From an optimization exercise on the open Yosys and OpenROAD flow, aimed at small area, a short achievable clock period and few clock cycles; shortcuts taken in it are not production practice.
Function was not checked in any run shown here: the RTL went through the layout flow alone.
Power and IR drop assume default switching activity.

**flow/design.v**
```verilog
module epb (
    input  wire        clk,
    input  wire        rst,           
    input  wire        host_we,
    input  wire [4:0]  host_waddr,
    input  wire [31:0] host_wdata,
    input  wire [4:0]  host_raddr,
    output reg  [31:0] host_rdata,
    output wire        host_ready,    
    output wire        host_halted,   
    output wire        dev_req,
    output wire        dev_we,
    output wire [11:0] dev_addr,
    output wire [15:0] dev_wdata,
    input  wire        dev_ack,
    input  wire [15:0] dev_rdata
);
    localparam [3:0] OP_WRITE_REG = 4'h1;
    localparam [3:0] OP_READ_REG  = 4'h2;
    localparam [3:0] OP_READ_MAC  = 4'h3;
    localparam [3:0] OP_WAIT_IDLE = 4'h4;
    localparam [3:0] OP_SUBMIT    = 4'h5;
    localparam [3:0] OP_READ_CELL = 4'h6;
    localparam [3:0] OP_EN_WRITE  = 4'h7;
    localparam [3:0] OP_WR_CELL   = 4'h8;
    localparam [3:0] OP_DIS_WRITE = 4'h9;
    localparam [3:0] OP_DUMP      = 4'hA;
    localparam [3:0] OP_PROGRAM   = 4'hB;
    localparam [2:0] CMD_READ  = 3'd0;
    localparam [2:0] CMD_EWDS  = 3'd1;
    localparam [2:0] CMD_EWEN  = 3'd2;
    localparam [2:0] CMD_WRITE = 3'd3;
    localparam [2:0] OUT_OK      = 3'd1;
    localparam [2:0] OUT_TIMEOUT = 3'd2;
    localparam [2:0] OUT_BAD_OP  = 3'd3;
    localparam [2:0] OUT_BAD_ARG = 3'd4;
    localparam [2:0] S_SINGLE    = 3'd0;
    localparam [2:0] S_DUMP_PRE  = 3'd1;
    localparam [2:0] S_UNLOCK    = 3'd2;
    localparam [2:0] S_WRITE     = 3'd3;
    localparam [2:0] S_LOCK      = 3'd4;
    localparam [2:0] S_DUMP_POST = 3'd5;
    localparam [3:0] P_XFER    = 4'd0;    
    localparam [3:0] P_MACCMD  = 4'd1;    
    localparam [3:0] P_MACDATA = 4'd2;    
    localparam [3:0] P_PREWAIT = 4'd3;    
    localparam [3:0] P_DATA    = 4'd4;    
    localparam [3:0] P_ISSUE1  = 4'd5;    
    localparam [3:0] P_ISSUE2  = 4'd6;    
    localparam [3:0] P_BUSY    = 4'd7;    
    localparam [3:0] P_READ    = 4'd8;    
    localparam [3:0] P_CHECK   = 4'd9;    
    localparam [7:0] MAGIC = 8'hA5;
    reg [31:0]  req_r;
    reg [31:0]  arg_val;
    reg [47:0]  arg_mac;
    reg [31:0]  res_r;
    reg [31:0]  last_cmd;
    reg [255:0] pre_img;
    reg [255:0] post_img;
    reg         pre_v, post_v;
    reg         run;
    reg         halted;
    reg [2:0]   outcome;
    reg [2:0]   seq;
    reg [3:0]   ph;
    reg         half;
    reg [4:0]   cell_r;
    wire ready = !run && !halted;
    assign host_ready  = ready;
    assign host_halted = halted;
    assign dev_req     = run;
    wire [3:0] op = req_r[31:28];
    wire       ok = (outcome == OUT_OK) && !halted;
    wire [31:0] status = {5'd0, halted, 1'b0, 5'd0,
                          halted, ok, ok, ok, 1'b0,
                          halted, halted, halted, 4'd0,
                          3'd0, outcome, halted, ready};
    wire [22:0] rd_sel;
    epb_rdec u_rdec (.ra(host_raddr), .pre_v(pre_v), .post_v(post_v), .sel(rd_sel));
    wire [31:0] rd_y;
    epb_rmux u_rmux (.sel(rd_sel),
                     .words({post_img, pre_img, last_cmd, res_r, status, {16'd0, arg_mac[47:32]}, arg_mac[31:0], arg_val, req_r}),
                     .y(rd_y));
    always @(*) host_rdata = rd_y;
    wire        req_wr = host_we && (host_waddr == 5'd0);
    wire [31:0] q      = host_wdata;
    wire [3:0]  q_op   = q[31:28];
    reg [31:0] q_mask;
    always @(*) begin
        case (q_op)
            OP_WRITE_REG, OP_READ_REG: q_mask = 32'hF000FFFF;
            OP_READ_MAC:               q_mask = 32'hFFFEFFFF;
            OP_SUBMIT:                 q_mask = 32'hFFF800FF;
            OP_READ_CELL:              q_mask = 32'hFFFF00FF;
            OP_WR_CELL:                q_mask = 32'hFFFF0000;
            default:                   q_mask = 32'hFFFFFFFF;
        endcase
    end
    wire q_bad_op  = (q_op == 4'h0) || (q_op >= 4'hC);
    wire q_bad_rsv = ((q & q_mask) != {q_op, 28'd0});
    reg  q_bad_rng;
    always @(*) begin
        case (q_op)
            OP_WRITE_REG, OP_READ_REG: q_bad_rng = q[16] || (q[27:16] > 12'hFFC);
            OP_READ_CELL:              q_bad_rng = (q[15:8] > 8'd31);
            OP_WR_CELL:                q_bad_rng = (q[15:8] > 8'd6);
            default:                   q_bad_rng = 1'b0;
        endcase
    end
    wire [2:0] cmd;
    epb_dport u_dport (
        .ph(ph), .half(half), .seq(seq), .req_r(req_r), .cell_r(cell_r), .res_r(res_r),
        .cmd(cmd), .dev_we(dev_we), .dev_addr(dev_addr), .dev_wdata(dev_wdata));
    wire xfer   = run && dev_ack;
    wire rd_bsy = dev_rdata[15];
    wire is_wait = (seq == S_SINGLE) && (op == OP_WAIT_IDLE);
    wire cop_end = xfer && half && (
                       (ph == P_READ) ||
                       (ph == P_BUSY && !rd_bsy && !is_wait && cmd != CMD_READ && cmd != CMD_EWEN) ||
                       (ph == P_CHECK && !last_cmd[9] && seq != S_SINGLE));
    always @(posedge clk) begin
        if (rst) begin
            req_r    <= 32'd0;
            arg_val  <= 32'd0;
            arg_mac  <= 48'd0;
            res_r    <= 32'd0;
            last_cmd <= 32'd0;
            pre_v    <= 1'b0;
            post_v   <= 1'b0;
            run      <= 1'b0;
            halted   <= 1'b0;
            outcome  <= 3'd0;
            half     <= 1'b0;
        end else begin
            if (host_we) begin
                case (host_waddr)
                    5'd1: arg_val <= host_wdata;
                    5'd2: arg_mac[31:0] <= host_wdata;
                    5'd3: arg_mac[47:32] <= host_wdata[15:0];
                    default: ;
                endcase
            end
            if (req_wr && ready) begin
                req_r <= q;
                if (q_bad_op) begin
                    outcome <= OUT_BAD_OP;
                end else if (q_bad_rsv || q_bad_rng) begin
                    outcome <= OUT_BAD_ARG;
                end else begin
                    run  <= 1'b1;
                    half <= 1'b0;
                    cell_r <= q[12:8];
                    seq  <= S_SINGLE;
                    case (q_op)
                        OP_WRITE_REG: begin
                            res_r <= arg_val;
                            ph    <= P_XFER;
                        end
                        OP_READ_REG:  ph <= P_XFER;
                        OP_READ_MAC:  ph <= P_MACCMD;
                        OP_WAIT_IDLE: ph <= P_BUSY;
                        OP_SUBMIT:    ph <= P_ISSUE1;
                        OP_DUMP: begin
                            seq <= S_DUMP_PRE;
                            ph  <= P_PREWAIT;
                        end
                        OP_PROGRAM: begin
                            seq   <= S_DUMP_PRE;
                            ph    <= P_PREWAIT;
                            res_r <= arg_mac[31:0];
                            req_r[15:0] <= arg_mac[47:32];
                        end
                        default:      ph <= P_PREWAIT;
                    endcase
                end
            end
            if (xfer) begin
                half <= !half;
                if (!half) begin
                    case (ph)
                        P_XFER, P_MACDATA: res_r[15:0] <= dev_rdata;
                        P_PREWAIT, P_BUSY, P_CHECK: last_cmd[15:0] <= dev_rdata;
                        P_READ: begin
                            if (seq == S_SINGLE)
                                res_r <= {24'd0, dev_rdata[7:0]};
                            if (seq == S_DUMP_PRE)
                                pre_img <= {dev_rdata[7:0], pre_img[255:8]};
                            if (seq == S_DUMP_POST)
                                post_img <= {dev_rdata[7:0], post_img[255:8]};
                        end
                        default: ;
                    endcase
                end else begin
                    case (ph)
                        P_XFER: begin
                            if (op == OP_WRITE_REG)
                                res_r <= 32'd0;
                            else
                                res_r[31:16] <= dev_rdata;
                                run <= 1'b0;
                                outcome <= OUT_OK;
                        end
                        P_MACCMD: ph <= P_MACDATA;
                        P_MACDATA: begin
                            res_r[31:16] <= dev_rdata;
                            run <= 1'b0;
                            outcome <= OUT_OK;
                        end
                        P_PREWAIT: begin
                            last_cmd[31:16] <= dev_rdata;
                            if (!rd_bsy)
                                ph <= (cmd == CMD_WRITE) ? P_DATA : P_ISSUE1;
                        end
                        P_DATA:   ph <= P_ISSUE1;
                        P_ISSUE1: ph <= P_ISSUE2;
                        P_ISSUE2: begin
                            if (seq == S_SINGLE && op == OP_SUBMIT) begin
                                res_r <= 32'd0;
                                run <= 1'b0;
                                outcome <= OUT_OK;
                            end else begin
                                ph <= P_BUSY;
                            end
                        end
                        P_BUSY: begin
                            last_cmd[31:16] <= dev_rdata;
                            if (!rd_bsy) begin
                                if (seq == S_SINGLE && op == OP_WAIT_IDLE) begin
                                    res_r <= {dev_rdata, last_cmd[15:0]};
                                    run <= 1'b0;
                                    outcome <= OUT_OK;
                                end else if (cmd == CMD_READ) begin
                                    ph <= P_READ;
                                end else if (cmd == CMD_EWEN) begin
                                    ph <= P_CHECK;
                                end
                            end
                        end
                        P_READ: ;
                        default: begin  
                            last_cmd[31:16] <= dev_rdata;
                            if (last_cmd[9]) begin
                                res_r       <= {dev_rdata, last_cmd[15:0]};
                                req_r[15:0] <= 16'd0;
                                outcome     <= OUT_TIMEOUT;
                                halted      <= 1'b1;
                                run         <= 1'b0;
                            end else if (seq == S_SINGLE) begin
                                res_r <= {dev_rdata, last_cmd[15:0]};
                                run <= 1'b0;
                                outcome <= OUT_OK;
                            end
                        end
                    endcase
                end
            end
            if (cop_end) begin
                ph <= P_PREWAIT;
                case (seq)
                    S_SINGLE: begin
                        if (op != OP_READ_CELL)
                            res_r <= 32'd0;
                        run     <= 1'b0;
                        outcome <= OUT_OK;
                    end
                    S_DUMP_PRE: begin
                        cell_r <= cell_r + 5'd1;
                        if (cell_r == 5'd31) begin
                            pre_v <= 1'b1;
                            if (op == OP_DUMP) begin
                                res_r   <= 32'd0;
                                run     <= 1'b0;
                                outcome <= OUT_OK;
                            end else begin
                                seq <= S_UNLOCK;
                            end
                        end
                    end
                    S_UNLOCK: seq <= S_WRITE;
                    S_WRITE: begin
                        if (cell_r != 5'd6) begin
                            cell_r <= cell_r + 5'd1;
                        end else begin
                            cell_r <= 5'd0;
                            seq  <= S_LOCK;
                        end
                    end
                    S_LOCK: seq <= S_DUMP_POST;
                    default: begin  
                        cell_r <= cell_r + 5'd1;
                        if (cell_r == 5'd31) begin
                            post_v      <= 1'b1;
                            res_r       <= 32'd0;
                            req_r[15:0] <= 16'd0;
                            run         <= 1'b0;
                            outcome     <= OUT_OK;
                        end
                    end
                endcase
            end
        end
    end
endmodule
module epb_rdec (
    input  wire [4:0]  ra,
    input  wire        pre_v,
    input  wire        post_v,
    output wire [22:0] sel
);
    genvar i;
    generate
        for (i = 0; i < 7; i = i + 1) begin : g_reg
            assign sel[i] = (ra == i);
        end
        for (i = 0; i < 8; i = i + 1) begin : g_img
            assign sel[7 + i]  = (ra == 8 + i) && pre_v;
            assign sel[15 + i] = (ra == 16 + i) && post_v;
        end
    endgenerate
endmodule
module epb_rmux (
    input  wire [22:0]  sel,
    input  wire [735:0] words,
    output reg  [31:0]  y
);
    integer w;
    always @(*) begin
        y = 32'd0;
        for (w = 0; w < 23; w = w + 1)
            y = y | ({32{sel[w]}} & words[w*32 +: 32]);
    end
endmodule
module epb_dport (
    input  wire [3:0]  ph,
    input  wire        half,
    input  wire [2:0]  seq,
    input  wire [31:0] req_r,
    input  wire [4:0]  cell_r,
    input  wire [31:0] res_r,
    output reg  [2:0]  cmd,
    output reg         dev_we,
    output wire [11:0] dev_addr,
    output reg  [15:0] dev_wdata
);
    localparam [3:0] OP_WRITE_REG = 4'h1;
    localparam [3:0] OP_SUBMIT    = 4'h5;
    localparam [3:0] OP_EN_WRITE  = 4'h7;
    localparam [3:0] OP_WR_CELL   = 4'h8;
    localparam [3:0] OP_DIS_WRITE = 4'h9;
    localparam [2:0] CMD_READ  = 3'd0;
    localparam [2:0] CMD_EWDS  = 3'd1;
    localparam [2:0] CMD_EWEN  = 3'd2;
    localparam [2:0] CMD_WRITE = 3'd3;
    localparam [2:0] S_SINGLE    = 3'd0;
    localparam [2:0] S_DUMP_PRE  = 3'd1;
    localparam [2:0] S_UNLOCK    = 3'd2;
    localparam [2:0] S_WRITE     = 3'd3;
    localparam [2:0] S_LOCK      = 3'd4;
    localparam [2:0] S_DUMP_POST = 3'd5;
    localparam [3:0] P_XFER    = 4'd0;
    localparam [3:0] P_MACCMD  = 4'd1;
    localparam [3:0] P_MACDATA = 4'd2;
    localparam [3:0] P_PREWAIT = 4'd3;
    localparam [3:0] P_DATA    = 4'd4;
    localparam [3:0] P_ISSUE1  = 4'd5;
    localparam [3:0] P_ISSUE2  = 4'd6;
    localparam [3:0] P_BUSY    = 4'd7;
    localparam [3:0] P_READ    = 4'd8;
    localparam [3:0] P_CHECK   = 4'd9;
    localparam [7:0] MAGIC = 8'hA5;
    wire [3:0] op = req_r[31:28];
    always @(*) begin
        case (seq)
            S_DUMP_PRE, S_DUMP_POST: cmd = CMD_READ;
            S_UNLOCK:                cmd = CMD_EWEN;
            S_WRITE:                 cmd = CMD_WRITE;
            S_LOCK:                  cmd = CMD_EWDS;
            default: begin
                case (op)
                    OP_SUBMIT:    cmd = req_r[18:16];
                    OP_EN_WRITE:  cmd = CMD_EWEN;
                    OP_WR_CELL:   cmd = CMD_WRITE;
                    OP_DIS_WRITE: cmd = CMD_EWDS;
                    default:      cmd = CMD_READ;
                endcase
            end
        endcase
    end
    wire [7:0] cmd_addr = (seq == S_SINGLE && op == OP_SUBMIT) ? req_r[15:8] : {3'd0, cell_r};
    reg [7:0] wr_byte;
    always @(*) begin
        if (seq == S_SINGLE)
            wr_byte = req_r[7:0];
        else begin
            case (cell_r[2:0])
                3'd1:    wr_byte = res_r[7:0];
                3'd2:    wr_byte = res_r[15:8];
                3'd3:    wr_byte = res_r[23:16];
                3'd4:    wr_byte = res_r[31:24];
                3'd5:    wr_byte = req_r[7:0];
                3'd6:    wr_byte = req_r[15:8];
                default: wr_byte = MAGIC;
            endcase
        end
    end
    reg [10:0] base;    
    always @(*) begin
        case (ph)
            P_XFER:            base = req_r[27:17];
            P_MACCMD:          base = 11'h052;    
            P_MACDATA:         base = 11'h054;    
            P_DATA, P_READ:    base = 11'h01A;    
            default:           base = 11'h018;    
        endcase
    end
    assign dev_addr = {base + {10'd0, half}, 1'b0};
    always @(*) begin
        dev_we    = 1'b0;
        dev_wdata = half ? {1'b0, cmd, 12'd0} : {8'd0, cmd_addr};
        case (ph)
            P_XFER: begin
                dev_we    = (op == OP_WRITE_REG);
                dev_wdata = half ? res_r[31:16] : res_r[15:0];
            end
            P_MACCMD: begin
                dev_we    = 1'b1;
                dev_wdata = half ? 16'hC000 : {15'd0, req_r[16]};
            end
            P_DATA: begin
                dev_we    = 1'b1;
                dev_wdata = half ? 16'd0 : {8'd0, wr_byte};
            end
            P_ISSUE1: begin
                dev_we    = 1'b1;
            end
            P_ISSUE2: begin
                dev_we    = 1'b1;
                dev_wdata = half ? {1'b1, cmd, 12'd0} : {8'd0, cmd_addr};
            end
            default: ;
        endcase
    end
endmodule
```
**flow/flow/run.sh**
```bash
#!/bin/bash
# Standard layout, with the ports buffered by buf_2 cells instead of the
# smallest-footprint buffer that buffer_ports picks by default.
set -euo pipefail
export BUFFER_PORTS_ARGS="-buffer_cell sky130_fd_sc_hd__buf_2"
bash standard.sh > standard_flow.log 2>&1
```
**flow/standard.sh**
```bash
#!/bin/bash
# synth_recipe.tcl (not shown) runs the flow's synth.tcl, then flattens the netlist and writes it again
# the make line also repeats each setting of config.mk as NAME=value (left out here)
make -C /OpenROAD-flow-scripts/flow DESIGN_CONFIG=/design/flow/config.mk WORK_HOME=/design/flow/orfs CLKGATE_MAP_FILE= SYNTH_SCRIPT=/design/flow/synth_recipe.tcl "${@:-finish}"
```
**flow/config.mk**
```make
export PLATFORM = sky130hd
export DESIGN_NAME = epb
export DESIGN_NICKNAME = epb
export VERILOG_FILES = /design/flow/design.v
export SDC_FILE = /design/flow/constraint.sdc
export NUM_CORES = 4
export LEC_CHECK = 0
export CAP_MARGIN = 20
export CORE_MARGIN = 2
export CORE_UTILIZATION = 60
export CTS_CLUSTER_DIAMETER = 100
export CTS_CLUSTER_SIZE = 24
export SETUP_SLACK_MARGIN = 3
export SLEW_MARGIN = 20
export SYNTH_HIERARCHICAL = 1
```
**flow/constraint.sdc**
```tcl
create_clock -name core_clock -period 8.0 [get_ports {clk}]
set_input_delay 1.6000 -clock core_clock [delete_from_list [all_inputs] [get_ports {clk}]]
set_output_delay 1.6000 -clock core_clock [all_outputs]
set_load 0.01 [all_outputs]
```
==> run summary, run 1 <==
- The run finished with no timing, DRC or antenna violations.
- The core outline area is about 50,000 µm².
- The max-slew violation count was 0.
- Before antenna repair, the detailed router went through 7 iterations.
- The number of maximum-capacitance violations is 0.
- After layout, the minimum clock period comes to roughly 5 ns.
- The fraction of the yosys area taken by sequential cells is 0.639.
- On the critical path, the stage with the largest delay is an instance of sky130_fd_sc_hd__a222oi_1.
- The number of enable flip-flop cells after synthesis is roughly 520.
- The class of the tightest hold or removal check is register to register.
- The CTS buffer count is 35.
- After the first detailed-routing iteration, the DRC count stood at between 4,000 and 5,000.
- The remaining antenna violation count after routing is 0.
- At the end of routability-driven placement, the weighted congestion stood at just over 1.
- After detailed routing, the total wire length is approximately 120,000 µm.
- In this run the horizontal extent of the chip is roughly 230 µm.
- The static power due to leakage is 11.1 nW.
- The most critical setup path has its startpoint at host_raddr[0].
- The family with the most delay on the worst path is simple AND/OR/NAND/NOR gates.
- The worst supply voltage drop on vdd is about 0.17 mV.
- The via count of the first global-routing pass is ~23,000.
- The number of hold-slack violations in the final timing report is 0.
- The most frequently used flop master after synthesis is sky130_fd_sc_hd__edfxtp_1.
- The slack of the worst reg-to-reg path is around 3.7 ns.
- Data on the critical path is required at its endpoint by 6.40 ns.
- In this run the count of I/O pins placed on the die edge is approximately 130.
- Using the TritonRoute via totals, the vias-per-cell ratio works out to between 7 and 8.
- The transition time at the pin with the least slew margin is 1.24 ns.
- The fraction of the cycle the final worst path needs is 0.641.
- At the later pin of the worst-skew pair, clock insertion delay measures ~0.62 ns.
- For this design, the sink count on the clock tree is between 700 and 800.
- The flip-flop and latch count after synthesis is around 710.
- The net count of the finished layout is between 2,000 and 3,000.
- The count of unique library cells instantiated by Yosys is 89.
- The number of antenna violations at the first check in global routing is 3.
- Dividing the detail-routed wire length by the instance count gives 35.4 µm.
- In the final timing run, aggregate negative setup slack is 0 ns.
- The via count is 24,938.
- The top fanout value on the critical path is 24.
- The effective utilization at floorplan is 0.607.
- The beginning of the worst register-to-register path is halted.
- The first global-routing pass estimated around 160,000 µm of wire.
- CTS placed an instance of sky130_fd_sc_hd__clkbuf_16 at the clock tree root.
- The launching element type of the critical path is a primary input.
- The critical path capture point type is a primary output.
- The die footprint is around 52,000 µm².
- The post-synthesis area per instance is 12.4 µm².
- The async set or reset register ratio after synthesis is 0.
- The worst pin sits at a relative slew slack of 0.170.
- Leaving out fill and tap cells, the most frequent cells in the layout are sky130_fd_sc_hd__edfxtp_1, sky130_fd_sc_hd__a22oi_1, sky130_fd_sc_hd__nand2_1, sky130_fd_sc_hd__dfxtp_1, sky130_fd_sc_hd__nor2_1.
- Static timing analysis puts the maximum clock frequency at a little under 200 MHz.
- The most common cell after layout, fill and taps aside is sky130_fd_sc_hd__edfxtp_1.
- The summed instance area of the synthesized netlist is about 30,000 µm².
- The startpoint of the worst hold path is pre_img[236].
- In the global route stage, overall resource usage came out at 0.419.
- The clock passes through at most 3 buffers.
- Buffers placed on the I/O ports in this run total 124.
- The setup violation total in the final timing report is 0.
- The kind of critical path is primary input to primary output.
- Relative to the synthesized area, the layout overhead comes to 12.8%.
- The half-perimeter wire length after detailed placement is 74,900 µm.
- The critical path's most frequent cell is sky130_fd_sc_hd__buf_6.
- Power spread over the standard cell area amounts to ~180 nW/µm².
- TritonCTS built the clock tree.
- The clock-pin transition on the worst setup and hold timing paths is around 0.10 ns.
- Of the cells placed in the final design, the portion with a size suffix greater than 1 is 0.154.
- The global-route congestion overflow total is 0.
- The count of hold buffers inserted by post-cts repair is 0.
- The clock arrives with approximately 0.032 ns of skew.
- From bottom edge to top edge, the die measures ~230 µm.
- Entering global routing, the biggest net connects approximately 140 pins.
- The number of placement rows is 82.
- The largest single stage delay on the critical path is around 0.50 ns.
- The number of buffers and inverters on the critical path is 4.
- Synthesis produced ~2,500 cells.
- Setup repair after global routing could not meet its margin everywhere.
- Hold timing on the final database bottoms out at a slack of 0.450 ns.
- The Yosys step of the flow raised 9 warnings.
- STA puts the critical path data arrival time at around 3.5 ns.
- The H-tree depth is 2.
- Walking the worst path, the cells encountered are buf_6 -> nand4b_1 -> buf_6 -> nor2_4 -> buf_8 -> a222oi_1 -> nand3_1 -> or3_1 -> buf_2.
- After detailed routing, the number of remaining DRC violations is 0.
-- path summary, 6_finish.rpt --
check | to | cells past startpoint
hold / removal | pre_img[228] | 0
setup / recovery | host_rdata[23] | 9
setup reg to reg | res_r[31] | 7
hold reg to reg | pre_img[228] | 0
-- registers in the layout, summed over array words and instances (netlist names) --
| signal | flops |
|---|---|
| pre_v | 1 |
| cell_r | 5 |
| pre_img | 256 |
| post_img | 256 |
| post_v | 1 |
| halted | 1 |
| arg_val | 32 |
| arg_mac | 48 |
| ph | 4 |
| outcome | 3 |
| req_r | 32 |
| half | 1 |
| seq | 3 |
| last_cmd | 32 |
| run | 1 |
| res_r | 32 |
-- kinds of logic (layout without fill, tap and decap cells) --
family | Yosys count | in the layout | share of synthesized area
flops | 708 | 708 | 0.639
mux | 80 | 80 | 0.0271
fa+ha+maj | 6 | 6 | 0.00243
xor+xnor | 10 | 10 | 0.00288
simple gates | 694 | 696 | 0.114
compound gates | 752 | 752 | 0.185
other cells | 2 | 39 | 0.000247
buf+inv | 202 | 336 | 0.0290
-- timing repair --
| action | 4_1_cts | 5_1_grt |
|---|---|---|
| gates resized for setup | 44 | 72 |
| pin swaps | 25 | 44 |
| setup endpoints to repair | 32 | 31 |
| cloned | 2 | 6 |
| setup buffers | 31 | 37 |
-- final cells by class --
cell class                      count  area [µm²]
Antenna cell                        3        7.51
Fill cell                        3659       15800
Inverter                           18        67.6
Timing Repair Buffer              254        2240
Multi-Input combinational cell   1580       10600
Clock buffer                       60        1010
Tap cell                          672         841
Sequential cell                   708       19400
Clock inverter                      4        61.3
-- modules after synthesis (local to each module, per instance) --
module | area (µm²) | flops+latches
epb_rmux | 3880 | 0
epb_dport | 1540 | 0
epb_rdec | 168 | 0
epb | 24800 | 708
-- cells in the mapped netlist (6+ instances only) --
cell type / n / share of area
sky130_fd_sc_hd__and3_1: 12 / 0.0025
sky130_fd_sc_hd__mux2i_1: 70 / 0.023
sky130_fd_sc_hd__o41ai_1: 26 / 0.0075
sky130_fd_sc_hd__a21oi_1: 133 / 0.022
sky130_fd_sc_hd__nand4_1: 55 / 0.011
sky130_fd_sc_hd__or3_1: 27 / 0.0056
sky130_fd_sc_hd__a221oi_2: 8 / 0.0040
sky130_fd_sc_hd__nand4b_1: 10 / 0.0029
sky130_fd_sc_hd__o21a_1: 10 / 0.0025
sky130_fd_sc_hd__or4_1: 6 / 0.0015
sky130_fd_sc_hd__a211oi_1: 20 / 0.0049
sky130_fd_sc_hd__a32o_1: 15 / 0.0049
sky130_fd_sc_hd__buf_2: 39 / 0.0064
sky130_fd_sc_hd__a222oi_1: 32 / 0.011
sky130_fd_sc_hd__a31oi_1: 6 / 0.0012
sky130_fd_sc_hd__a22o_1: 61 / 0.018
sky130_fd_sc_hd__nor3_1: 38 / 0.0063
sky130_fd_sc_hd__nor2_1: 167 / 0.021
sky130_fd_sc_hd__inv_1: 18 / 0.0022
sky130_fd_sc_hd__nor4_1: 12 / 0.0025
sky130_fd_sc_hd__o31ai_1: 6 / 0.0015
sky130_fd_sc_hd__edfxtp_1: 524 / 0.52
sky130_fd_sc_hd__a21boi_0: 6 / 0.0015
sky130_fd_sc_hd__o211ai_1: 17 / 0.0042
sky130_fd_sc_hd__dfxtp_1: 184 / 0.12
sky130_fd_sc_hd__xor2_1: 7 / 0.0020
sky130_fd_sc_hd__buf_6: 8 / 0.0030
sky130_fd_sc_hd__nor2b_1: 14 / 0.0029
sky130_fd_sc_hd__o21ai_1: 10 / 0.0016
sky130_fd_sc_hd__nand2b_1: 9 / 0.0019
sky130_fd_sc_hd__nor4b_1: 8 / 0.0023
sky130_fd_sc_hd__or2_2: 6 / 0.0012
sky130_fd_sc_hd__clkbuf_1: 128 / 0.016
sky130_fd_sc_hd__a22oi_1: 284 / 0.070
sky130_fd_sc_hd__o21ai_0: 38 / 0.0063
sky130_fd_sc_hd__o22ai_1: 7 / 0.0014
sky130_fd_sc_hd__a221oi_1: 33 / 0.0095
sky130_fd_sc_hd__nand3_1: 69 / 0.011
sky130_fd_sc_hd__nand2_1: 223 / 0.028
-- through the flow --
stage           util  total power [W]  setup WS, ns  cells  cell area (µm²)
6_report       0.684          0.00628          2.87   3299            34300
3_3_place_gp   0.635          0.00422          2.11   3152            31800
5_1_grt        0.684          0.00641          2.88   3296            34300
2_1_floorplan      -          0.00411          1.49   2488            30600
3_5_place_dp   0.636          0.00422          2.45   3156            31900
4_1_cts        0.669          0.00625          2.99   3253            33500
-- layer usage --
layer,GRT usage,wire [µm]
met1,0.564,40800
met4,0.237,8710
met3,0.0965,16900
met5,0,13
met2,0.630,50400
-- power breakdown --
group / internal, W / switching [W] / leakage [nW]
Combinational: 0.0000763 / 0.000184 / 4.39
Sequential: 0.00390 / 0.0000186 / 6.20
Clock: 0.000917 / 0.00119 / 0.515
-- worst register-to-register path, delay by kind of cell (launching register included) --
family                 cells  cell delay [ns]
buffers and inverters      1             0.52
AND/OR/NAND/NOR            4             2.13
flip-flops                 1             0.72
AO/OA/AOI/OAI              2             0.84
==> inputs of run 2 (changes only) <==
--- a/flow/design.v
+++ b/flow/design.v
@@ -78,10 +78,11 @@
                           3'd0, outcome, halted, ready};
     wire [22:0] rd_sel;
     epb_rdec u_rdec (.ra(host_raddr), .pre_v(pre_v), .post_v(post_v), .sel(rd_sel));
+    wire [31:0] rd_extra = ({32{rd_sel[3]}} & {16'd0, arg_mac[47:32]}) | ({32{rd_sel[4]}} & status);
     wire [31:0] rd_y;
-    epb_rmux u_rmux (.sel(rd_sel),
-                     .words({post_img, pre_img, last_cmd, res_r, status, {16'd0, arg_mac[47:32]}, arg_mac[31:0], arg_val, req_r}),
-                     .y(rd_y));
+    epb_rmux u_rmux (.sel({rd_sel[22:5], rd_sel[2:0]}),
+                     .words({post_img, pre_img, last_cmd, res_r, arg_mac[31:0], arg_val, req_r}),
+                     .extra(rd_extra), .y(rd_y));
     always @(*) host_rdata = rd_y;
     wire        req_wr = host_we && (host_waddr == 5'd0);
     wire [31:0] q      = host_wdata;
@@ -320,14 +321,15 @@
     endgenerate
 endmodule
 module epb_rmux (
-    input  wire [22:0]  sel,
-    input  wire [735:0] words,
+    input  wire [20:0]  sel,
+    input  wire [671:0] words,
+    input  wire [31:0]  extra,
     output reg  [31:0]  y
 );
     integer w;
     always @(*) begin
-        y = 32'd0;
-        for (w = 0; w < 23; w = w + 1)
+        y = extra;
+        for (w = 0; w < 21; w = w + 1)
             y = y | ({32{sel[w]}} & words[w*32 +: 32]);
     end
 endmodule
==> run 2 against run 1 <==
Effect of this change:
- combinational power decreased by 4%
- sequential cell count unchanged
- first-iteration DRC count decreased by 9.1%
- via count decreased by 3.1%
- highest routed layer unchanged
- non-clock buffer count decreased by 25
- synthesized area decreased by 0.96%
- fmax decreased by 2.1%
- power about the same
- setup slack got worse by 0.11 ns
- largest cell class unchanged
- sequential share of layout area decreased by 0.076 points
- synthesized cell count decreased by 2.4%
==> run summary, run 2 <==
- The highest clock frequency the design can meet is roughly 190 MHz.
- The routed layout has about 24,000 vias.
- The routed wire length is between 100,000 and 150,000 µm.
- The number of cells produced by synthesis is between 2,000 and 2,500.
- The beginning of the worst register-to-register path is req_r[28].
- Clock-pin slew was measured on the worst setup and hold paths at around 0.10 ns.
- Yosys mapped a number of flops with a built-in enable equal to ~520.
- The multiplexer area fraction after synthesis is 0.0257.
- The root cell of the clock tree is sky130_fd_sc_hd__clkbuf_16.
- The routed wirelength normalized by instance count is ~36 µm.
- The top cell types in the final layout, fill and taps aside, are sky130_fd_sc_hd__edfxtp_1, sky130_fd_sc_hd__nand2_1, sky130_fd_sc_hd__dfxtp_1, sky130_fd_sc_hd__a21oi_1, sky130_fd_sc_hd__a22o_1.
- The number of hold-slack violations in the final timing report came to 0.
- The cell area that synthesis handed to floorplanning was 30,100 µm².
- The H-tree depth is 2.
- The flip-flop and latch count after synthesis is 708.
- For the worst setup path, the data required time is about 6.4 ns.
- The floorplan step set the die height to 228 µm.
- CTS saw 708 sinks.
- The die is between 200 and 250 µm wide.
- The tool flagged a number of max-cap violations equal to 0.
- In the final layout, the registers with the most flip-flops are post_img: 256 flops, pre_img: 256 flops, arg_mac: 48 flops.
- Of all flip-flops after synthesis, the portion carrying an async set or reset was 0.
- In this run the mean area of a mapped cell was roughly 13 µm².
- The setup violation total in the final timing report is 0.
- The I/O pin total is about 130.
- Summed over all failing endpoints, the final setup total negative slack is 0 ns.
- The count of port buffers added during placement is 124.
- The clock passes through at most 3 buffers.
- The CTS tree is built.
- The first-pass GRT wire length is roughly 160,000 µm.
- The final critical path time including I/O delays and setup is 5.24 ns.
- By area the synthesized netlist is led by sky130_fd_sc_hd__edfxtp_1, sky130_fd_sc_hd__dfxtp_1, sky130_fd_sc_hd__a22o_1.
- The analysis attributes to cell leakage a power of between 10 and 15 nW.
- The number of antenna violations at the first check in global routing is 11.
- The die covers about 52,000 µm².
- The setup path with the least slack is of type primary input to primary output.
- The transition time at the pin with the least slew margin is approximately 1.2 ns.
- The standard cell with the maximum stage delay on the critical path is sky130_fd_sc_hd__a221oi_2.
- The commonest cells after synthesis are sky130_fd_sc_hd__edfxtp_1, sky130_fd_sc_hd__nand2_1, sky130_fd_sc_hd__dfxtp_1.
- The fraction of post-synthesis cell area in the top cell type by area is 0.523.
- The share of total power dissipated in the clock network is 0.337.
- The initial utilization of the core area, before any placement, comes to 0.603.
- The startpoint of the worst hold path is pre_img[160].
- Of the total power, the share spent switching nets is 0.225.
- The pre-antenna-repair detailed-routing pass consisted of 9 iterations.
- The per-cell via count in the routed design is 7.51.
- The number of hold buffers added after CTS was 0.
- The half-perimeter wire length after detailed placement is 80,200 µm.
- The timing startpoint of the critical path is host_raddr[4].
- Of the total power, combinational logic draws 0.040.
- The share of the Yosys chip area taken by registers is 0.646.
- The critical path capture point type is a primary output.
- The via count of the first global-routing pass was 21,780.
- Traced cell by cell, the critical path runs through buf_8 -> nand4b_1 -> buf_6 -> nor2_4 -> buf_12 -> a22o_1 -> a221oi_2 -> and4_1 -> nand4_1 -> buf_4.
- The later pin in the worst-skew pair is clocked with a latency of ~0.6 ns.
- Routability-driven placement finished with a final weighted congestion of 0.998.
- The largest single stage delay on the critical path is between 0.2 and 0.3 ns.
- The launching element type of the critical path is a primary input.
- Of the total synthesized cell area, the portion taken by full adders, half adders and majority gates is 0.00208.
- The setup slack at placement is ~2.1 ns.
- The run finished with no timing, DRC or antenna violations.
- Data on the critical path arrives at its endpoint at approximately 3.6 ns.
- The max-slew violation count came to 0.
- During synthesis, Yosys emitted a total of 9 warnings.
- By instance count, the leading cell after synthesis is sky130_fd_sc_hd__edfxtp_1.
- The fraction of the cycle the final worst path needs is 0.655.
- Setup repair after global routing could not meet its margin everywhere.
- In this run the power density over the cells is 183 nW/µm².
- The largest net degree at the start of global routing is just under 200.
- The core outline area is between 40,000 and 50,000 µm².
- The worst supply voltage drop on vdd is roughly 0.16 mV.
- Of the total synthesized cell area, the portion taken by AND, OR, NAND and NOR gates is 0.109.
- The aggregate global-route resource usage is 0.442.
- The top fanout value on the critical path is 7.
- The area fraction in compound gates after synthesis is 0.186.
- After synthesis, the largest family of logic cells by area is compound AO/OA/AOI/OAI gates.
- The headroom to the max-slew limit is 0.174.
- In this run the core area contains slightly above 80 standard-cell rows.
- In the final design database the tool counted about 2,600 nets.
- The share of final-layout standard cells stronger than drive strength 1 is 0.180.
- The switching power total is 0.00141 W.
- Compared with the post-synthesis result, the final layout area differs by 14.1%.
- The parity-gate share of the synthesized area counting xor and xnor cells is 0.000874.
- Of the total power, registers draw 0.623.
- After routing the design area is roughly 34,000 µm².
- Across the routed clock network, the largest skew measured is ~0.032 ns.
- Internal power comes to about 0.005 W.
- The leading area contributor after synthesis is sky130_fd_sc_hd__edfxtp_1.
- The global-route congestion overflow total is 0.
- Among cell families on the critical path, the largest total delay comes from simple AND/OR/NAND/NOR gates.
- Leaving out fill and tap cells, the most frequent cell in the layout is sky130_fd_sc_hd__edfxtp_1.
- The first routing iteration left ~4,300 violations.
- The count of unique library cells instantiated by Yosys is 87.
- The placed instances occupy a cell area of between 30,000 and 40,000 µm².
- The post-route worst setup slack is roughly 2.8 ns.
- The number of buffers and inverters on the critical path is 4.
- TritonCTS created 36 clock buffers.
- For this run, the leading register cell type out of synthesis is sky130_fd_sc_hd__edfxtp_1.
- The path class of the tightest hold or removal check is register to register.
- Once detail routing completed, the nets flagged for antenna violations numbered 0.
- The count of unresolved DRC violations after routing is 0.
## run 2: cell types whose count changed after synthesis, moves of 29 or more
| cell | previous run | this run |
|---|---|---|
| sky130_fd_sc_hd__nand2_1 | 223 | 252 |
| sky130_fd_sc_hd__a21oi_1 | 133 | 179 |
| sky130_fd_sc_hd__and4_1 | 1 | 34 |
| sky130_fd_sc_hd__a22o_1 | 61 | 153 |
| sky130_fd_sc_hd__a22oi_1 | 284 | 91 |
| sky130_fd_sc_hd__a221oi_1 | 33 | 128 |
| sky130_fd_sc_hd__nand3_1 | 69 | 18 |
## run 2: final timing paths
kind	to	slack, ns	cells after the start
setup / recovery	host_rdata[29]	2.76	10
hold / removal	pre_img[152]	0.44	0
hold reg to reg	pre_img[152]	0.44	0
setup reg to reg	req_r[2]	3.29	10
## run 2: timing repair
action / CTS / global route
gates cloned: 6 / 0
resized for setup: 191 / 42
setup endpoints to repair: 36 / 38
pin swaps: 39 / 21
buffers inserted: 44 / 6
## run 2: stage by stage
step	instances	hold WS, ns	power [W]	utilization
final	3217	0.442	0.00629	0.688
after global routing	3213	0.464	0.00640	0.688
after detailed placement	3087	0.433	0.00421	0.627
after global placement	3087	0.428	0.00421	0.627
after floorplan	2406	0.426	0.00410	-
after CTS	3203	0.442	0.00626	0.682
## run 2: metal layers
| layer | global-route usage | share of wire | vias up |
|---|---|---|---|
| met3 | 0.129 | 0.16 | 291 |
| met1 | 0.652 | 0.38 | 12101 |
| met5 | 0 | 0.00051 | - |
| li1 | - | - | 9690 |
| met2 | 0.621 | 0.41 | 2082 |
| met4 | 0.169 | 0.049 | 10 |
## run 2: area by class of cell
type                    instances  area [µm²]
diodes                          7        17.5
clock buffers                  59        1030
clock inverters                 7        65.1
fillers                      3552       15600
inverters                      18        67.6
multi-input cells            1517       10900
flip-flops and latches        708       19400
well taps                     672         841
repair buffers                229        1920
## run 2: power by group through the flow
stage	Sequential, W	Combinational [W]	Clock, W
floorplan	0.00399	0.000111	0
CTS	0.00391	0.000236	0.00211
finish	0.00391	0.000251	0.00212
detailed placement	0.00400	0.000217	0
global placement	0.00400	0.000213	0
global route	0.00392	0.000257	0.00223
## run 2: kinds of logic (layout without fill, tap and decap cells)
kind of cell,after synthesis,after routing
xor gates and xnor gates,3,3
other,2,19
adders and majority gates,5,5
AOI/OAI and AO/OA,756,756
DFF,708,708
and+or+nand+nor,663,664
buffers and inverters,182,313
muxes,77,77
## run 2: per-module statistics from Yosys (local to each module, per instance)
module     flip-flops and latches  cells inside  area [µm²]  times used
epb_dport                       0           242        1570           1
epb                           708          1641       24500           1
epb_rdec                        0            34         168           1
epb_rmux                        0           479        3800           1
==> inputs of run 3 (changes only) <==
--- a/flow/config.mk
+++ b/flow/config.mk
@@ -13,3 +13,4 @@
 export SETUP_SLACK_MARGIN = 3
 export SLEW_MARGIN = 20
 export SYNTH_HIERARCHICAL = 1
+export TNS_END_PERCENT = 30
==> run 3 against run 2 <==
Effect of this change:
- critical path depth down 1
- sequential power about the same
- cell area shrank 1.5%
- worst hold slack improved by 0.0053 ns
- first-iteration DRC count is 1.2% lower
- sequential cell count unchanged
- largest power group unchanged
==> run summary, run 3 <==
- The die covers 51,900 µm².
- In the synthesized netlist, the cells that appear most often are sky130_fd_sc_hd__edfxtp_1, sky130_fd_sc_hd__nand2_1, sky130_fd_sc_hd__dfxtp_1.
- For the worst setup path, the data required time is between 6 and 7 ns.
- The clock-pin transition on the worst setup and hold timing paths is 0.10 ns.
- The setup path with the least slack is of type primary input to primary output.
- The floorplan has 82 rows.
- In this run the vertical extent of the chip is ~230 µm.
- Leaving out fill and tap cells, the most frequent cells in the layout are sky130_fd_sc_hd__edfxtp_1, sky130_fd_sc_hd__nand2_1, sky130_fd_sc_hd__dfxtp_1, sky130_fd_sc_hd__a21oi_1, sky130_fd_sc_hd__a22o_1.
- In this run, the number of DRC markers left after iteration 0 of detailed routing was between 4,000 and 5,000.
- The global-route congestion overflow total is 0.
- In this run the worst path has a maximum fanout of 7.
- The most frequently used flop master after synthesis is sky130_fd_sc_hd__edfxtp_1.
- The static power due to leakage is roughly 11 nW.
- Summed over all nets, the half-perimeter wirelength after detailed placement is between 80,000 and 90,000 µm.
- Synthesis produced 2,396 cells.
- The via count is 23,877.
- On the final layout, the worst clock skew is ~0.027 ns.
- Pin placement for this block handled around 130 I/O pins.
- In this run the remaining antenna-violating nets after routing total 0.
- The count of port buffers added during placement is 124.
- The area growth from synthesis to final layout is 12.3%.
- Summed over all instances, the cell type with the most area after synthesis is sky130_fd_sc_hd__edfxtp_1.
- Of the total power, the clock network draws 0.336.
- Setup repair after global routing could not meet its margin everywhere.
- The aggregate global-route resource usage is 0.435.
- The slack of the worst reg-to-reg path is 3.42 ns.
- The via count of the first global-routing pass is 21,490.
- The number of hold-slack violations in the final timing report is 0.
- The CTS buffer count is 36.
- Sorting the synthesized cells by area gives the leading types as sky130_fd_sc_hd__edfxtp_1, sky130_fd_sc_hd__dfxtp_1, sky130_fd_sc_hd__a22o_1.
- Hold repair after CTS inserted 0 buffers.
- The fraction of post-synthesis cell area in the top cell type by area is 0.523.
- Setup violations remaining at the end of the flow were counted as 0.
- The standard cell with the maximum stage delay on the critical path is sky130_fd_sc_hd__a221oi_2.
- The final critical path time including I/O delays and setup is 5.25 ns.
- For this run, design rule violations remaining after detail routing come to 0.
- The summed instance area of the synthesized netlist is 30,100 µm².
- The count of warnings emitted by yosys is 9.
- The sum of internal, switching and leakage power is between 0.006 and 0.007 W.
- In this run, synthesis inferred 524 flip-flops with an integrated enable.
- The per-cell via count in the routed design is about 7.4.
- The internal power consumption is ~0.0049 W.
- The core outline area is between 40,000 and 50,000 µm².
- STA classifies the critical path endpoint as a primary output.
- Wires add up to approximately 120,000 µm.
- After synthesis, the mean cell area works out to about 13 µm².
- Entering global routing, the biggest net connects between 150 and 200 pins.
- After detailed routing, the average wire length per cell comes to roughly 36 µm.
- The headroom to the max-slew limit is 0.178.
- For this design the ratio of total power to cell area is approximately 190 nW/µm².
- For this run, the slowest stage of the critical path takes 0.30 ns.
- The launching element type of the critical path is a primary input.
- In this run the worst hold path is classified as register to register.
- The first detailed-routing pass ran for 9 iterations.
- The largest registers in the layout are post_img: 256 flops, pre_img: 256 flops, arg_mac: 48 flops.
- From left edge to right edge, the die measures about 230 µm.
- In the final design database the tool counted roughly 2,600 nets.
- STA puts the critical path data arrival time at 3.65 ns.
- TritonCTS built the clock tree.
- The highest clock frequency the design can meet is 191 MHz.
- Of the cells placed in the final design, the portion with a size suffix greater than 1 is 0.165.
- The run finished with no timing, DRC or antenna violations.
- The flip-flop and latch count after synthesis is between 700 and 800.
- The initial utilization of the core area, before any placement, comes to 0.603.
- The clock latency on the worst-skew pair is about 0.60 ns.
- The first global-routing pass estimated 161,000 µm of wire.
- The fraction of power spent switching nets is 0.223.
- The clock tree buffer depth is 3.
- The H-tree depth is 2.
- The share of the Yosys chip area taken by registers is 0.646.
- The fraction of the cycle the final worst path needs is 0.656.
- The transition time at the pin with the least slew margin is ~1.2 ns.
- The filler cells instantiated in the layout total between 3,000 and 4,000.
- The number of antenna violations at the first check in global routing is 6.
- The worst supply voltage drop on vdd is about 0.17 mV.
- The root cell of the clock tree is sky130_fd_sc_hd__clkbuf_16.
- The share of total power dissipated in combinational logic is 0.039.
- Measured on the finished design, the core utilization comes to 0.677.
- The max-slew violation count came to 0.
- Adding up every negative setup slack in the final design gives 0 ns.
- The async set or reset register ratio after synthesis is 0.
- The critical path goes through buf_6 -> or2_4 -> nor2_4 -> buf_12 -> a22o_1 -> a221oi_2 -> and4_1 -> nand4_1 -> buf_4.
- The analysis attributes to net switching a power of 0.00139 W.
- The most common cell after layout, fill and taps aside is sky130_fd_sc_hd__edfxtp_1.
- sky130_fd_sc_hd__edfxtp_1 is the most common cell in the netlist.
- The number of sinks driven by the clock tree is roughly 710.
- Across the run, the number of max-cap violations was 0.
- The share of total power dissipated in sequential elements is 0.625.
- Routability-driven placement finished with a final weighted congestion of between 0.9 and 1.
- The count of unique library cells instantiated by Yosys is 87.
-- run 3: cell counts after synthesis --
No cell type changed its count.
-- run 3: logic make-up after synthesis --
kind of cell    share of synthesized area
simple gates                        0.109
xor+xnor                         0.000874
buf+inv                            0.0303
flops                               0.646
mux                                0.0257
other cells                      0.000250
fa+ha+maj                         0.00208
compound gates                      0.186
-- run 3: critical path: cells and delay by family --
family | cells | cell delay [ns]
and+or+nand+nor | 4 | 0.93
buffers and inverters | 3 | 0.57
AOI/OAI and AO/OA | 2 | 0.52
-- run 3: worst paths after layout --
kind / end / startpoint / cells after the start
max: host_rdata[29] / host_raddr[1] / 9
min: pre_img[152] / pre_img[160] / 0
max reg2reg: req_r[0] / req_r[28] / 10
min reg2reg: pre_img[152] / pre_img[160] / 0
-- run 3: routing by layer --
| layer | wire length (µm) | global-route usage |
|---|---|---|
| met1 | 43900 | 0.649 |
| met2 | 48100 | 0.608 |
| met3 | 18300 | 0.121 |
| met4 | 5180 | 0.162 |
| met5 | 13 | 0 |
-- run 3: Yosys stat by module, one instance, submodules excluded --
module     cell area (µm²)  copies in the design  cells
epb                  24500                     1   1641
epb_dport             1570                     1    242
epb_rmux              3800                     1    479
epb_rdec               168                     1     34
-- run 3: area by class of cell --
cell class	count	area [µm²]	area share
Inverter	18	67.6	0.00200
Multi-Input combinational cell	1517	10700	0.316
Clock inverter	7	65.1	0.00193
Clock buffer	59	1030	0.0305
Sequential cell	708	19400	0.575
Timing Repair Buffer	218	1680	0.0497
Tap cell	672	841	0.0249
Antenna cell	7	17.5	0.000519
-- run 3: per-stage QoR --
stage | hold slack [ns] | worst slack [ns] | instances | area (µm²)
global placement | 0.428 | 2.04 | 3087 | 31300
detailed placement | 0.433 | 2.06 | 3087 | 31300
floorplan | 0.426 | 1.60 | 2406 | 30200
global route | 0.463 | 2.75 | 3201 | 33800
finish | 0.447 | 2.75 | 3206 | 33800
CTS | 0.442 | 2.87 | 3191 | 33500
-- run 3: power by group through the flow --
stage / registers [W] / logic [W] / clock network [W]
final: 0.00391 / 0.000245 / 0.00211
after global routing: 0.00392 / 0.000251 / 0.00222
after CTS: 0.00391 / 0.000231 / 0.00211
after detailed placement: 0.00400 / 0.000217 / 0
after global placement: 0.00400 / 0.000213 / 0
after floorplan: 0.00399 / 0.000111 / 0
-- run 3: what timing repair did --
item,4_1_cts,5_1_grt
setup buffers,35,6
setup endpoints to repair,36,38
pin swaps,28,12
resized for setup,137,33
cloned,3,1
==> inputs of run 4 (changes only) <==
--- a/flow/design.v
+++ b/flow/design.v
@@ -9,9 +9,9 @@
     output wire        host_ready,    
     output wire        host_halted,   
     output wire        dev_req,
-    output wire        dev_we,
+    output reg         dev_we,
     output wire [11:0] dev_addr,
-    output wire [15:0] dev_wdata,
+    output reg  [15:0] dev_wdata,
     input  wire        dev_ack,
     input  wire [15:0] dev_rdata
 );
@@ -76,14 +76,23 @@
                           halted, ok, ok, ok, 1'b0,
                           halted, halted, halted, 4'd0,
                           3'd0, outcome, halted, ready};
-    wire [22:0] rd_sel;
-    epb_rdec u_rdec (.ra(host_raddr), .pre_v(pre_v), .post_v(post_v), .sel(rd_sel));
-    wire [31:0] rd_extra = ({32{rd_sel[3]}} & {16'd0, arg_mac[47:32]}) | ({32{rd_sel[4]}} & status);
-    wire [31:0] rd_y;
-    epb_rmux u_rmux (.sel({rd_sel[22:5], rd_sel[2:0]}),
-                     .words({post_img, pre_img, last_cmd, res_r, arg_mac[31:0], arg_val, req_r}),
-                     .extra(rd_extra), .y(rd_y));
-    always @(*) host_rdata = rd_y;
+    wire [735:0] rd_words = {post_img, pre_img, last_cmd, res_r, status,
+                             {16'd0, arg_mac[47:32]}, arg_mac[31:0], arg_val, req_r};
+    genvar hw;
+    generate
+        for (hw = 0; hw < 2; hw = hw + 1) begin : g_half
+            wire [22:0]  sel;
+            wire [15:0]  y;
+            wire [367:0] hwords;
+            genvar wi;
+            for (wi = 0; wi < 23; wi = wi + 1) begin : g_w
+                assign hwords[wi*16 +: 16] = rd_words[wi*32 + hw*16 +: 16];
+            end
+            epb_rdec u_dec (.ra(host_raddr), .pre_v(pre_v), .post_v(post_v), .sel(sel));
+            epb_rmux u_mux (.sel(sel), .words(hwords), .y(y));
+            always @(*) host_rdata[hw*16 +: 16] = y;
+        end
+    endgenerate
     wire        req_wr = host_we && (host_waddr == 5'd0);
     wire [31:0] q      = host_wdata;
     wire [3:0]  q_op   = q[31:28];
@@ -109,10 +118,78 @@
             default:                   q_bad_rng = 1'b0;
         endcase
     end
-    wire [2:0] cmd;
-    epb_dport u_dport (
-        .ph(ph), .half(half), .seq(seq), .req_r(req_r), .cell_r(cell_r), .res_r(res_r),
-        .cmd(cmd), .dev_we(dev_we), .dev_addr(dev_addr), .dev_wdata(dev_wdata));
+    reg [2:0] cmd;
+    always @(*) begin
+        case (seq)
+            S_DUMP_PRE, S_DUMP_POST: cmd = CMD_READ;
+            S_UNLOCK:                cmd = CMD_EWEN;
+            S_WRITE:                 cmd = CMD_WRITE;
+            S_LOCK:                  cmd = CMD_EWDS;
+            default: begin
+                case (op)
+                    OP_SUBMIT:    cmd = req_r[18:16];
+                    OP_EN_WRITE:  cmd = CMD_EWEN;
+                    OP_WR_CELL:   cmd = CMD_WRITE;
+                    OP_DIS_WRITE: cmd = CMD_EWDS;
+                    default:      cmd = CMD_READ;
+                endcase
+            end
+        endcase
+    end
+    wire [7:0] cmd_addr = (seq == S_SINGLE && op == OP_SUBMIT) ? req_r[15:8] : {3'd0, cell_r};
+    reg [7:0] wr_byte;
+    always @(*) begin
+        if (seq == S_SINGLE)
+            wr_byte = req_r[7:0];
+        else begin
+            case (cell_r[2:0])
+                3'd1:    wr_byte = res_r[7:0];
+                3'd2:    wr_byte = res_r[15:8];
+                3'd3:    wr_byte = res_r[23:16];
+                3'd4:    wr_byte = res_r[31:24];
+                3'd5:    wr_byte = req_r[7:0];
+                3'd6:    wr_byte = req_r[15:8];
+                default: wr_byte = MAGIC;
+            endcase
+        end
+    end
+    reg [10:0] base;    
+    always @(*) begin
+        case (ph)
+            P_XFER:            base = req_r[27:17];
+            P_MACCMD:          base = 11'h052;    
+            P_MACDATA:         base = 11'h054;    
+            P_DATA, P_READ:    base = 11'h01A;    
+            default:           base = 11'h018;    
+        endcase
+    end
+    assign dev_addr = {base + {10'd0, half}, 1'b0};
+    always @(*) begin
+        dev_we    = 1'b0;
+        dev_wdata = half ? {1'b0, cmd, 12'd0} : {8'd0, cmd_addr};
+        case (ph)
+            P_XFER: begin
+                dev_we    = (op == OP_WRITE_REG);
+                dev_wdata = half ? res_r[31:16] : res_r[15:0];
+            end
+            P_MACCMD: begin
+                dev_we    = 1'b1;
+                dev_wdata = half ? 16'hC000 : {15'd0, req_r[16]};
+            end
+            P_DATA: begin
+                dev_we    = 1'b1;
+                dev_wdata = half ? 16'd0 : {8'd0, wr_byte};
+            end
+            P_ISSUE1: begin
+                dev_we    = 1'b1;
+            end
+            P_ISSUE2: begin
+                dev_we    = 1'b1;
+                dev_wdata = half ? {1'b1, cmd, 12'd0} : {8'd0, cmd_addr};
+            end
+            default: ;
+        endcase
+    end
     wire xfer   = run && dev_ack;
     wire rd_bsy = dev_rdata[15];
     wire is_wait = (seq == S_SINGLE) && (op == OP_WAIT_IDLE);
@@ -321,126 +398,14 @@
     endgenerate
 endmodule
 module epb_rmux (
-    input  wire [20:0]  sel,
-    input  wire [671:0] words,
-    input  wire [31:0]  extra,
-    output reg  [31:0]  y
+    input  wire [22:0]  sel,
+    input  wire [367:0] words,
+    output reg  [15:0]  y
 );
     integer w;
     always @(*) begin
-        y = extra;
-        for (w = 0; w < 21; w = w + 1)
-            y = y | ({32{sel[w]}} & words[w*32 +: 32]);
-    end
-endmodule
-module epb_dport (
-    input  wire [3:0]  ph,
-    input  wire        half,
-    input  wire [2:0]  seq,
-    input  wire [31:0] req_r,
-    input  wire [4:0]  cell_r,
-    input  wire [31:0] res_r,
-    output reg  [2:0]  cmd,
-    output reg         dev_we,
-    output wire [11:0] dev_addr,
-    output reg  [15:0] dev_wdata
-);
-    localparam [3:0] OP_WRITE_REG = 4'h1;
-    localparam [3:0] OP_SUBMIT    = 4'h5;
-    localparam [3:0] OP_EN_WRITE  = 4'h7;
-    localparam [3:0] OP_WR_CELL   = 4'h8;
-    localparam [3:0] OP_DIS_WRITE = 4'h9;
-    localparam [2:0] CMD_READ  = 3'd0;
-    localparam [2:0] CMD_EWDS  = 3'd1;
-    localparam [2:0] CMD_EWEN  = 3'd2;
-    localparam [2:0] CMD_WRITE = 3'd3;
-    localparam [2:0] S_SINGLE    = 3'd0;
-    localparam [2:0] S_DUMP_PRE  = 3'd1;
-    localparam [2:0] S_UNLOCK    = 3'd2;
-    localparam [2:0] S_WRITE     = 3'd3;
-    localparam [2:0] S_LOCK      = 3'd4;
-    localparam [2:0] S_DUMP_POST = 3'd5;
-    localparam [3:0] P_XFER    = 4'd0;
-    localparam [3:0] P_MACCMD  = 4'd1;
-    localparam [3:0] P_MACDATA = 4'd2;
-    localparam [3:0] P_PREWAIT = 4'd3;
-    localparam [3:0] P_DATA    = 4'd4;
-    localparam [3:0] P_ISSUE1  = 4'd5;
-    localparam [3:0] P_ISSUE2  = 4'd6;
-    localparam [3:0] P_BUSY    = 4'd7;
-    localparam [3:0] P_READ    = 4'd8;
-    localparam [3:0] P_CHECK   = 4'd9;
-    localparam [7:0] MAGIC = 8'hA5;
-    wire [3:0] op = req_r[31:28];
-    always @(*) begin
-        case (seq)
-            S_DUMP_PRE, S_DUMP_POST: cmd = CMD_READ;
-            S_UNLOCK:                cmd = CMD_EWEN;
-            S_WRITE:                 cmd = CMD_WRITE;
-            S_LOCK:                  cmd = CMD_EWDS;
-            default: begin
-                case (op)
-                    OP_SUBMIT:    cmd = req_r[18:16];
-                    OP_EN_WRITE:  cmd = CMD_EWEN;
-                    OP_WR_CELL:   cmd = CMD_WRITE;
-                    OP_DIS_WRITE: cmd = CMD_EWDS;
-                    default:      cmd = CMD_READ;
-                endcase
-            end
-        endcase
-    end
-    wire [7:0] cmd_addr = (seq == S_SINGLE && op == OP_SUBMIT) ? req_r[15:8] : {3'd0, cell_r};
-    reg [7:0] wr_byte;
-    always @(*) begin
-        if (seq == S_SINGLE)
-            wr_byte = req_r[7:0];
-        else begin
-            case (cell_r[2:0])
-                3'd1:    wr_byte = res_r[7:0];
-                3'd2:    wr_byte = res_r[15:8];
-                3'd3:    wr_byte = res_r[23:16];
-                3'd4:    wr_byte = res_r[31:24];
-                3'd5:    wr_byte = req_r[7:0];
-                3'd6:    wr_byte = req_r[15:8];
-                default: wr_byte = MAGIC;
-            endcase
-        end
-    end
-    reg [10:0] base;    
-    always @(*) begin
-        case (ph)
-            P_XFER:            base = req_r[27:17];
-            P_MACCMD:          base = 11'h052;    
-            P_MACDATA:         base = 11'h054;    
-            P_DATA, P_READ:    base = 11'h01A;    
-            default:           base = 11'h018;    
-        endcase
-    end
-    assign dev_addr = {base + {10'd0, half}, 1'b0};
-    always @(*) begin
-        dev_we    = 1'b0;
-        dev_wdata = half ? {1'b0, cmd, 12'd0} : {8'd0, cmd_addr};
-        case (ph)
-            P_XFER: begin
-                dev_we    = (op == OP_WRITE_REG);
-                dev_wdata = half ? res_r[31:16] : res_r[15:0];
-            end
-            P_MACCMD: begin
-                dev_we    = 1'b1;
-                dev_wdata = half ? 16'hC000 : {15'd0, req_r[16]};
-            end
-            P_DATA: begin
-                dev_we    = 1'b1;
-                dev_wdata = half ? 16'd0 : {8'd0, wr_byte};
-            end
-            P_ISSUE1: begin
-                dev_we    = 1'b1;
-            end
-            P_ISSUE2: begin
-                dev_we    = 1'b1;
-                dev_wdata = half ? {1'b1, cmd, 12'd0} : {8'd0, cmd_addr};
-            end
-            default: ;
-        endcase
+        y = 16'd0;
+        for (w = 0; w < 23; w = w + 1)
+            y = y | ({16{sel[w]}} & words[w*16 +: 16]);
     end
 endmodule
--- a/flow/config.mk
+++ b/flow/config.mk
@@ -13,4 +13,3 @@
 export SETUP_SLACK_MARGIN = 3
 export SLEW_MARGIN = 20
 export SYNTH_HIERARCHICAL = 1
-export TNS_END_PERCENT = 30
==> run 4 against run 3 <==
Effect of this change:
- critical path depth did not move
- worst hold slack improved by 0.0072 ns
- fmax increased by 2.1%
- sequential cell count stayed put
- wire length increased by 4.6%
- register-to-register slack improved by 0.60 ns
- via count up 4.2%
==> run summary, run 4 <==
- In the final layout, the multi-input gates occupy between 10,000 and 15,000 µm².
- The number of cells after detailed placement is ~3,200.
- The routed wire length is approximately 120,000 µm.
- STA classifies the critical path startpoint as a register.
- The most instantiated library cell after synthesis is sky130_fd_sc_hd__edfxtp_1.
- For this configuration, the core starts out at a cell density of 0.604.
- The CTS tree is built.
- The headroom to the max-slew limit is 0.209.
- The commonest cells after synthesis are sky130_fd_sc_hd__edfxtp_1, sky130_fd_sc_hd__a22oi_1, sky130_fd_sc_hd__nand2_1.
- The fraction of the mapped netlist area in adder cells is 0.00332.
- Counting along the longest clock path gives a buffer depth of 3.
- The setup violation total in the final timing report is 0.
- The floorplan has between 80 and 90 rows.
- Traced cell by cell, the critical path runs through inv_1 -> ha_2 -> nor2b_2 -> a222oi_1 -> a21oi_1 -> a21o_1 -> a222oi_1 -> o21ai_0 -> buf_2.
- The fraction of the cycle the final worst path needs is 0.642.
- Among the stages of the critical path, the cell type that occurs most often is sky130_fd_sc_hd__a222oi_1.
- The highest clock frequency the design can meet is roughly 190 MHz.
- After detailed routing, the number of remaining DRC violations is 0.
- Synthesis handed over a netlist of around 2,500 instances.
- The top fanout value on the critical path is 13.
- The sequential cell area is about 20,000 µm².
- The floorplan step set the die height to 228 µm.
- The max-slew violation count was 0.
- The via count is 24,889.
- The root cell of the clock tree is sky130_fd_sc_hd__clkbuf_16.
- The half-perimeter wire length after detailed placement is 79,600 µm.
- The required time at the endpoint of the critical path is about 6.4 ns.
- The first routing iteration left about 5,300 violations.
- Of the total synthesized cell area, the portion taken by XOR and XNOR cells is 0.00291.
- On the worst path, the slowest cell contributes a delay of ~0.57 ns.
- Hold timing on the final database bottoms out at a slack of 0.454 ns.
- The placer congestion estimate is around 1.1.
- The multiplexer area fraction after synthesis is 0.0184.
- The final design utilization is 0.675.
- In the final layout, the registers with the most flip-flops are post_img: 256 flops, pre_img: 256 flops, arg_mac: 48 flops.
- The number of different library cells used by synthesis comes to a little over 80.
- The count of port buffers added during placement is 124.
- The fraction of the yosys area taken by sequential cells is 0.645.
- For the pin with the worst max-slew slack, the measured transition is approximately 1.2 ns.
- From synthesis to final layout, the design area changed by 11.8%.
- By area the synthesized netlist is led by sky130_fd_sc_hd__edfxtp_1, sky130_fd_sc_hd__dfxtp_1, sky130_fd_sc_hd__a22oi_1.
- The H-tree depth is 2.
- The per-cell via count in the routed design is 7.57.
- The via count of the first global-routing pass is between 20,000 and 25,000.
- The leading area contributor after synthesis is sky130_fd_sc_hd__edfxtp_1.
- The count of fill cells added during filler insertion is ~3,700.
- Dividing total power by cell area gives a power density of between 150 and 200 nW/µm².
- The finished layout holds about 3,300 standard cells, fillers aside.
- The number of search-and-repair iterations in the first detailed-routing pass is 12.
- The most frequently used flop master after synthesis is sky130_fd_sc_hd__edfxtp_1.
- Of the post-synthesis cell area, the dominant cell type holds 0.522.
- The post-route worst setup slack is about 2.9 ns.
- Of the cells placed in the final design, the portion with a size suffix greater than 1 is 0.153.
- The number of enable flip-flop cells after synthesis is between 500 and 600.
- After detailed routing, the average wire length per cell comes to 36.8 µm.
- Leaving out fill and tap cells, the most frequent cells in the layout are sky130_fd_sc_hd__edfxtp_1, sky130_fd_sc_hd__a22oi_1, sky130_fd_sc_hd__nand2_1, sky130_fd_sc_hd__dfxtp_1, sky130_fd_sc_hd__nor2_1.
- Together, buffers and inverters on the worst path number 2.
- The main combinational cell family by area after synthesis is compound AO/OA/AOI/OAI gates.
- The flip-flop and latch count after synthesis is 708.
- In this run the cell area of the synthesized design comes to ~30,000 µm².
- The worst hold path belongs to the class register to register.
- Of the total synthesized cell area, the portion taken by AND, OR, NAND and NOR gates is 0.114.
- The critical path data arrival time is between 3 and 4 ns.
- The number of hold-slack violations in the final timing report came to 0.
- The clock latency on the worst-skew pair is between 0.6 and 0.7 ns.
- Setup repair after global routing could not meet its margin everywhere.
- The first global-routing pass estimated roughly 170,000 µm of wire.
- The clock period could shrink to 5.14 ns.
- The worst setup path is of the register to primary output kind.
- The clock skew after layout is roughly 0.024 ns.
- From left edge to right edge, the die measures about 230 µm.
- The remaining antenna violation count after routing is 0.
- The count of warnings emitted by yosys is 8.
- The post-synthesis area per instance is roughly 12 µm².
- The setup slack at placement is ~2.6 ns.
- The total overflow left after global routing is 0.
- Counting the buffers created by CTS gives 36.
- The area fraction in compound gates after synthesis was 0.183.
- The library cell used most frequently in the layout, excluding fill and tap cells, is sky130_fd_sc_hd__edfxtp_1.
- The number of maximum-capacitance violations is 0.
- The floorplan step defined a core boundary enclosing between 40,000 and 50,000 µm².
- The flow ran to the end and the layout has no timing, DRC or antenna violations.
- STA classifies the critical path endpoint as a primary output.
- After clock tree synthesis, the clock-pin slew on the worst setup and hold paths is approximately 0.10 ns.
- The net count of the finished layout is 2,654.
- In the global route stage, overall resource usage came out at 0.455.
- The worst supply voltage drop on vdd is between 0.2 and 0.25 mV.
- The largest net degree at the start of global routing is about 150.
- The sum of internal, switching and leakage power is approximately 0.0063 W.
- In the synthesized netlist the async set-or-reset flop fraction comes to 0.
- Clock tree synthesis found a total of 708 sinks.
- The number of antenna violations at the first check in global routing is 8.
- The die footprint is 52,000 µm².
- The analysis attributes to cell leakage a power of ~11 nW.
- 126 I/O pins were placed.
- The slowest stage of the critical path belongs to the cell sky130_fd_sc_hd__o21ai_0.
- The family with the most delay on the worst path is compound AO/OA/AOI/OAI gates.
[run 4: cell types whose count changed in the layout (fill, tap and decap cells not counted), moves of 32 or more]
cell / before / now
sky130_fd_sc_hd__a22oi_1: 91 / 289
sky130_fd_sc_hd__a222oi_1: 10 / 46
sky130_fd_sc_hd__a22o_1: 153 / 61
sky130_fd_sc_hd__a21oi_1: 178 / 135
sky130_fd_sc_hd__nand3_1: 17 / 66
sky130_fd_sc_hd__a221oi_2: 42 / 10
sky130_fd_sc_hd__a221oi_1: 73 / 22
[run 4: worst reg2reg max path, stage by stage, from the launching register on]
cell and delay, ns:
sky130_fd_sc_hd__dfxtp_1 0.61, sky130_fd_sc_hd__or4bb_1 0.74, sky130_fd_sc_hd__o221ai_1 0.24, sky130_fd_sc_hd__nand4b_1 0.19, sky130_fd_sc_hd__a21o_1 0.36, sky130_fd_sc_hd__nor4_1 0.78, sky130_fd_sc_hd__or3_1 0.80, sky130_fd_sc_hd__a211oi_1 0.11
[run 4: worst paths after layout]
| check | start | end | slack (ns) | depth (start not counted) |
|---|---|---|---|---|
| max reg2reg | req_r[29] | req_r[14] | 4.02 | 7 |
| max | cell_r[0] | dev_wdata[4] | 2.86 | 9 |
| min | pre_img[114] | pre_img[106] | 0.45 | 0 |
| min reg2reg | pre_img[114] | pre_img[106] | 0.45 | 0 |
[run 4: area by class of cell]
class / instances / share of cell area
clock inverter: 3 / 0.00186
inverter: 17 / 0.00212
tap: 672 / 0.0250
antenna: 6 / 0.000446
multi-input combinational: 1577 / 0.306
timing repair buffer: 244 / 0.0566
sequential: 708 / 0.577
clock buffer: 61 / 0.0308
[run 4: routing by layer]
layer / vias to the layer above / global-route usage / part of all wire
li1: 9848 / - / -
met4: 4 / 0.257 / 0.065
met2: 2527 / 0.614 / 0.40
met3: 473 / 0.175 / 0.18
met1: 12037 / 0.629 / 0.35
met5: - / 0 / 0.00028
[run 4: what timing repair did]
item | in CTS | in global routing
setup endpoints to repair | 45 | 38
resized for setup | 66 | 43
pin swaps | 21 | 28
hold buffers | 0 | 0
setup buffers | 42 | 7
[run 4: power breakdown]
part	total [W]	switching [W]	internal, W
registers	0.00391	0.0000131	0.00389
logic	0.000266	0.000194	0.0000724
clock network	0.00213	0.00119	0.000939
[run 4: metrics by stage]
step           setup TNS [ns]  instance area [µm²]
3_3_place_gp                0                31600
6_report                    0                33700
3_5_place_dp                0                31600
2_1_floorplan         -324.04                30300
4_1_cts                     0                33400
5_1_grt                     0                33700
[run 4: cells by family (layout without fill, tap and decap cells)]
logic type	Yosys count	count (layout)
AO/OA/AOI/OAI	752	752
XOR/XNOR	10	10
adder cells (fa/ha/maj)	8	8
buffers and inverters	214	325
flip-flops	708	708
multiplexers	55	55
other	1	42
AND/OR/NAND/NOR	716	716
[run 4: per-module statistics from Yosys, one instance, submodules excluded]
module,times used,cells
epb,1,1832
epb_rdec,2,34
epb_rmux,2,282

-- separate check: timing with driven ports --
In the flow no input, the clock included, has a driving cell. The finished layouts below were timed again as built, in two steps.
Step 1 assumes that a clkbuf_16 drives the clock port and a buf_2 every other input.
Step 2 adds t to the input delays and takes it off the output delays; t is the mean of the earliest and latest rising clock arrival at the registers after step 1. Input paths then give back, and output paths get back, about the clock's delay inside the block.
Three values: ideal, step 1, step 2; two values: the first two.
run | t (ns) | setup slack, ns | worst hold slack (ns) | worst slew at a driven data input, ns | cell pins on the clock port's net
run 1 | 0.665 | 2.873 / 2.817 / 2.519 | 0.450 / 0.450 / 0.450 | 0.06 | 1
run 2 | 0.655 | 2.763 / 2.695 / 2.695 | 0.442 / 0.442 / 0.442 | 0.15 | 1
run 3 | 0.653 | 2.754 / 2.691 / 2.691 | 0.447 / 0.447 / 0.447 | 0.14 | 1
run 4 | 0.659 | 2.862 / 2.802 / 2.743 | 0.454 / 0.454 / 0.454 | 0.14 | 1
After both steps every run listed still meets setup and hold. The setup slack of run 1, which loses most, moves by -0.056 ns with the drivers and by -0.354 ns with both steps.
